This is an optimization exercise on Yosys and OpenROAD, whose aim is small area, a short achievable clock period and few clock cycles per item, not a production implementation.

// depth_quant
module depth_quant (
    input             clk,
    input             rst,
    input             start,
    input      [31:0] n,
    input      [31:0] xform_base,
    input      [31:0] pos_base,
    input      [31:0] keys_base,
    input      [31:0] idx_base,
    output            busy,
    output reg        mem_valid,
    output reg        mem_we,
    output     [31:0] mem_addr,
    output     [31:0] mem_wdata,
    input             mem_ready,
    input      [31:0] mem_rdata
);
    localparam [4:0] S_IDLE = 5'd0,  S_SETUP = 5'd1,
                     S_XF0  = 5'd2,  S_XF1   = 5'd3,  S_XF2  = 5'd4,  S_XF3  = 5'd5,
                     S_P1X  = 5'd6,  S_P1Y   = 5'd7,  S_P1Z  = 5'd8,  S_P1W  = 5'd9,
                     S_P1E  = 5'd10, S_P1R   = 5'd11,
                     S_FBI  = 5'd12, S_FBS   = 5'd13, S_FBR  = 5'd14, S_FBM  = 5'd15,
                     S_FBA  = 5'd16, S_FBX   = 5'd17,
                     S_GAP  = 5'd18, S_P2R   = 5'd19, S_P2W  = 5'd20,
                     S_SLR  = 5'd21, S_SLD   = 5'd22, S_SLI  = 5'd23, S_SLT  = 5'd24,
                     S_SLA1 = 5'd25, S_SLA2  = 5'd26, S_SLQ  = 5'd27, S_SLQ2 = 5'd28,
                     S_SLW  = 5'd29;
    localparam [1:0] A_PP = 2'd0, A_C = 2'd1, A_KP = 2'd2, A_IP = 2'd3;
    reg [4:0]  st;
    reg        busy_r;
  ...
Size: about 260 I/O pins.
==> flow/config.mk <==
export PLATFORM = sky130hd
export DESIGN_NAME = depth_quant
export DESIGN_NICKNAME = depth_quant
export VERILOG_FILES = /design/flow/design.v
export SDC_FILE = /design/flow/constraint.sdc
export NUM_CORES = 8
export LEC_CHECK = 0
export CAP_MARGIN = 20
export CORE_MARGIN = 2
export CORE_UTILIZATION = 25
export SLEW_MARGIN = 20
==> flow/constraint.sdc <==
create_clock -name core_clock -period 25.0 [get_ports {clk}]
set_input_delay 5.0000 -clock core_clock [delete_from_list [all_inputs] [get_ports {clk}]]
set_output_delay 5.0000 -clock core_clock [all_outputs]
set_load 0.01 [all_outputs]
standard.sh (not shown) runs the stock make flow with config.mk's settings and CLKGATE_MAP_FILE= SYNTH_SCRIPT=/design/flow/synth_recipe.tcl, a recipe that flattens the netlist after the stock synthesis.
==> flow/flow/run.sh <==
#!/bin/bash
# The standard layout (standard.sh: ORFS synthesis to the final layout) with
# two optimisation settings changed; the clock and constraints are unchanged:
# - the resizer is asked for 18.8 ns of setup slack instead of 0, so that it
#   sizes and buffers the long paths;
# - ports are buffered with buf_2 instead of the default delay buffer.
export SETUP_SLACK_MARGIN=18.8
export BUFFER_PORTS_ARGS="-buffer_cell sky130_fd_sc_hd__buf_2"
bash standard.sh > standard.log 2>&1
Change:
--- a/flow/design.v
+++ b/flow/design.v
@@ -35,39 +35,38 @@
     reg [31:0] m0, m1, m2;
     reg [1:0]  mph;
     reg [31:0] rd;
     reg [50:0] MS, MC;
     reg [4:0]  Pd;
     reg        Psg;
     reg [81:0] acc;
     reg        fnan, fpinf, fninf, fbo;
     reg [2:0]  inz;
     reg [4:0]  ix0, ix1, ix2;
     reg        zv, rv, pend, mmv;
     reg [31:0] rkey, minr, maxr;
-    reg [31:0] wdr;         
     reg [4:0]  wcnt;
     reg [2:0]  done;
     reg        stk, zf, of, fbA, hug, tflag, tsign, fblast;
     reg [1:0]  rmode, fj;
     reg [2:0]  g;
     reg        idxdone, f2, zR, slowall;
     reg [4:0]  jc;
     reg        brw, sq_up, av, bv, cv, ev, redo;
     reg        p2m, fbm;    
     reg [4:0]  d2r;
     reg [2:0]  dext;        
     assign busy      = busy_r;
     assign mem_addr  = {addr_r, 2'b00};
-    assign mem_wdata = wdr;
+    assign mem_wdata = rkey;
     wire adv = ~(mem_valid & ~mem_ready);
     wire [7:0]  me = m0[30:23];
     wire [7:0]  ce = rd[30:23];
     wire        m_nan  = (&me) & (|m0[22:0]);
     wire        m_inf  = (&me) & ~(|m0[22:0]);
     wire        m_zero = ~(|m0[30:0]);
     wire        c_nan  = (&ce) & (|rd[22:0]);
     wire        c_inf  = (&ce) & ~(|rd[22:0]);
     wire        c_zero = ~(|rd[30:0]);
     wire        p_nan  = m_nan | c_nan | (m_inf & c_zero) | (c_inf & m_zero);
     wire        p_inf  = ~p_nan & (m_inf | c_inf);
     wire        p_sg   = m0[31] ^ rd[31];
@@ -430,30 +429,28 @@
             zv <= 1'b0; rv <= 1'b0;
         end else if ((st == S_P1X) | (st == S_P1E)) begin
             rv <= zv; zv <= 1'b0;
         end else begin
             if (st == S_P1W) zv <= 1'b1;
             if (rnd_go) rv <= 1'b0;
         end
         if (rnd_go) mmv <= 1'b1;
         else if ((st == S_SETUP) | mmv) mmv <= 1'b0;
         if (rnd_go) pend <= 1'b1;
         else if ((st == S_SETUP) | ((st == S_P1W) & mem_valid) | (st == S_GAP)) pend <= 1'b0;
     end
-    always @(posedge clk) if (adv & (rnd_go | sdiv))
-        rkey <= rnd_go ? rnd_key : {rkey[30:0], dge};
-    wire wd_rkey = (st == S_P1Z) & pend;
-    wire wd_rnd  = (st == S_P1R) | ((st == S_FBX) & (mph == 2'd0) & fblast);
-    always @(posedge clk) if (adv & (wd_rkey | wd_rnd | idx_go | q_go))
-        wdr <= wd_rkey ? rkey : wd_rnd ? rnd_key : idx_go ? {1'b0, c} : {16'd0, qkey};
+    always @(posedge clk) if (adv & (rnd_go | idx_go | q_go | sdiv))
+        rkey <= rnd_go ? rnd_key :
+                idx_go ? {1'b0, c} :
+                sdiv   ? {rkey[30:0], dge} : {16'd0, qkey};
     wire mm_init = (st == S_SETUP);
     wire r_calc  = (st == S_GAP) & (g == 3'd1);
     always @(posedge clk) if (adv) begin
         if (mm_init | (mmv & ($signed(rkey) < $signed(minr))))
             minr <= mm_init ? 32'h7FFF_FFFF : rkey;
         if (mm_init | r_calc | (mmv & ($signed(rkey) > $signed(maxr))))
             maxr <= mm_init ? 32'h8000_0000 : r_calc ? rdm : rkey;
     end
     always @(posedge clk) if (adv) begin
         if (((st == S_P1X) | (st == S_P1E)) & fbflag) begin
             fblast <= (st == S_P1E);
             hug    <= huge_now;
Hold slack got worse by 0.0040 ns; non-clock buffer count went up by 34; wire length went down by 1.6%; via count hardly moves.
No run of this note included a check of the RTL's function; only the layout flow was run.


Another version of the RTL of depth_quant (not shown whole).
Size: ~8100 cells after synthesis, roughly 670 flip-flops, roughly 260 I/O pins, roughly 73000 sq um of cells after synthesis.
export LEC_CHECK = 0
export CAP_MARGIN = 20
export CORE_MARGIN = 2
export CORE_UTILIZATION = 25
export SLEW_MARGIN = 20
create_clock -name core_clock -period 25.0 [get_ports {clk}]
run.sh (not shown) runs the stock make flow with config.mk's settings and CLKGATE_MAP_FILE= SYNTH_SCRIPT=/design/flow/synth_recipe.tcl, a recipe that flattens the netlist after the stock synthesis.
Stock flow here: none of the scripts above is used.
Edit:
--- a/flow/design.v
+++ b/flow/design.v
@@ -30,17 +30,17 @@
     reg        busy_r;
     reg [29:0] addr_r;
     reg [30:0] nr, c;
     reg [29:0] pp, kp, ip;
     reg        kfirst, ifirst, rdone, lastw;
     reg [31:0] m0, m1, m2;
     reg [1:0]  mph;
     reg [31:0] rd;
-    reg [47:0] MS, MC;
+    reg [50:0] MS, MC;
     reg [4:0]  Pd;
     reg        Psg;
     reg [81:0] acc;
     reg        fnan, fpinf, fninf, fbo;
     reg [2:0]  inz;
     reg [4:0]  ix0, ix1, ix2;
     reg        zv, rv, pend, mmv;
     reg [31:0] rkey, minr, maxr;
@@ -107,20 +107,21 @@
     wire [95:0] t2a = csa(t1a[47:0], t1a[95:48], t1b[47:0]);
     wire [95:0] t2b = csa(t1b[95:48], t1c[47:0], t1c[95:48]);
     wire [95:0] t2c = csa(t1d[47:0], t1d[95:48], brow[12]);
     wire [95:0] t3a = csa(t2a[47:0], t2a[95:48], t2b[47:0]);
     wire [95:0] t3b = csa(t2b[95:48], t2c[47:0], t2c[95:48]);
     wire [95:0] t4a = csa(t3a[47:0], t3a[95:48], t3b[47:0]);
     wire [95:0] t5a = csa(t4a[47:0], t4a[95:48], t3b[95:48]);
     wire [95:0] t6a = csa(t5a[47:0], t5a[95:48], brow[13]);
-    wire [48:0] mtop    = {1'b0, MS} + {1'b0, MC};
+    wire [51:0] mtop    = {1'b0, MS} + {1'b0, MC};
+    wire        movf    = mtop[6'd48 + {4'd0, Pd[1:0]}];
     wire [81:0] hiMask  = ({82{1'b1}} << Pd) << 48;
-    wire [81:0] shS     = {34'd0, MS} << Pd;
-    wire [81:0] shC     = ({34'd0, MC} << Pd) | ({82{mtop[48]}} & hiMask);
+    wire [81:0] shS     = {31'd0, MS} << {Pd[4:2], 2'b00};
+    wire [81:0] shC     = ({31'd0, MC} << {Pd[4:2], 2'b00}) | ({82{movf}} & hiMask);
     wire [81:0] xS      = Psg ? ~shS : shS;
     wire [81:0] xC      = Psg ? ~shC : shC;
     wire        acc_ld  = (st == S_P1Z) | ((st == S_P2W) & cv);
     wire [81:0] aA      = acc_ld ? 82'd0 : acc;
     wire [81:0] c3s     = aA ^ xS ^ xC;
     wire [81:0] c3c     = (aA & xS) | (aA & xC) | (xS & xC);
     wire [81:0] acc_sum = c3s + {c3c[80:0], Psg} + {81'd0, Psg};
     reg [32:0] rV;
@@ -378,20 +379,21 @@
     end
     wire rd_hold = (st == S_SLI) | (st == S_SLT) | (st == S_SLA1) | (st == S_SLA2) |
                    (st == S_SLQ) | (st == S_SLQ2);
     wire rd_dif  = (st == S_SLD) | ((st == S_P2W) & av);
     wire rd_max  = (st == S_GAP) & (g == 3'd0);
     wire [31:0] rdm = rd - minr;
     always @(posedge clk) if (adv & ~rd_hold)
         rd <= rd_dif ? rdm : rd_max ? maxr : mem_rdata;
+    wire [4:0] nPd = mul2 ? 5'd24 - kk[4:0] : {p_ix[0] ^ ((st == S_FBM) ? wcnt[0] : 1'b1), p_lo};
     always @(posedge clk) if (adv & (mul1 | (st == S_FBM) | mul2)) begin
-        MS  <= t6a[47:0];
-        MC  <= t6a[95:48];
-        Pd  <= mul2 ? 5'd24 - kk[4:0] : {p_ix[0] ^ ((st == S_FBM) ? wcnt[0] : 1'b1), p_lo};
+        MS  <= {3'd0, t6a[47:0]} << nPd[1:0];
+        MC  <= {3'd0, t6a[95:48]} << nPd[1:0];
+        Pd  <= nPd;
         Psg <= p_sg & ~mul2;
     end
     wire rem_init = (st == S_GAP) & (g == 3'd2);
     wire rem_step = dorec | sdiv;
     wire rem_wr   = rem_init | rem_step | (st == S_SLI) | (st == S_SLA1) | ((st == S_SLA2) & brw);
     wire [32:0] rem_nx = rem_init ? {1'b0, (T >> 1) & ~(T >> 17)} :
                          (st == S_SLI) ? {2'b00, rd[31:1]} :
                          (rem_step & ~dge) ? dA[32:0] : dres[32:0];
After rerunning: The new run passed the timing, DRC and antenna checks; die area went down by 3.0%; critical path depth is unchanged; via count falls by 3.9%; routed wire length shrinks by 4.7%; core utilization came out higher by 0.14 points; cell count came out lower by 1.9%.
No functional check of the RTL was part of any run of this note.

-- static timing again, ports no longer ideal --
No port has a modelled driver above. Below, the same layouts with a new extraction and two added sets of constraints. Step 1, drivers: a clkbuf_16 drives clk and a buf_2 each remaining input, both assumed. Step 2 adds t to the input delays and takes it off the output delays; t is the mean of the earliest and latest rising clock arrival at the registers after step 1. Input paths then give back, and output paths get back, about the clock's delay inside the block. Slacks: ideal / step 1 / step 2; pairs: ideal / step 1.
run | t, ns | slack for setup (ns) | hold WS [ns]
the first run of note 1 | 0.839 | 18.176 / 18.176 / 17.990 | 0.419 / 0.419 / 0.419
the second run of note 1 | 0.798 | 18.502 / 18.419 / 17.865 | 0.415 / 0.415 / 0.415
the first run of note 2 | 0.820 | 16.746 / 16.746 / 16.307 | 0.397 / 0.397 / 0.397
the second run of note 2 | 0.797 | 17.053 / 17.053 / 16.757 | 0.402 / 0.402 / 0.402
After both steps setup and hold are still met in every run listed. For the second run of note 1, which loses most, drivers alone change the setup slack by -0.083 ns; drivers and shift together by -0.637 ns.
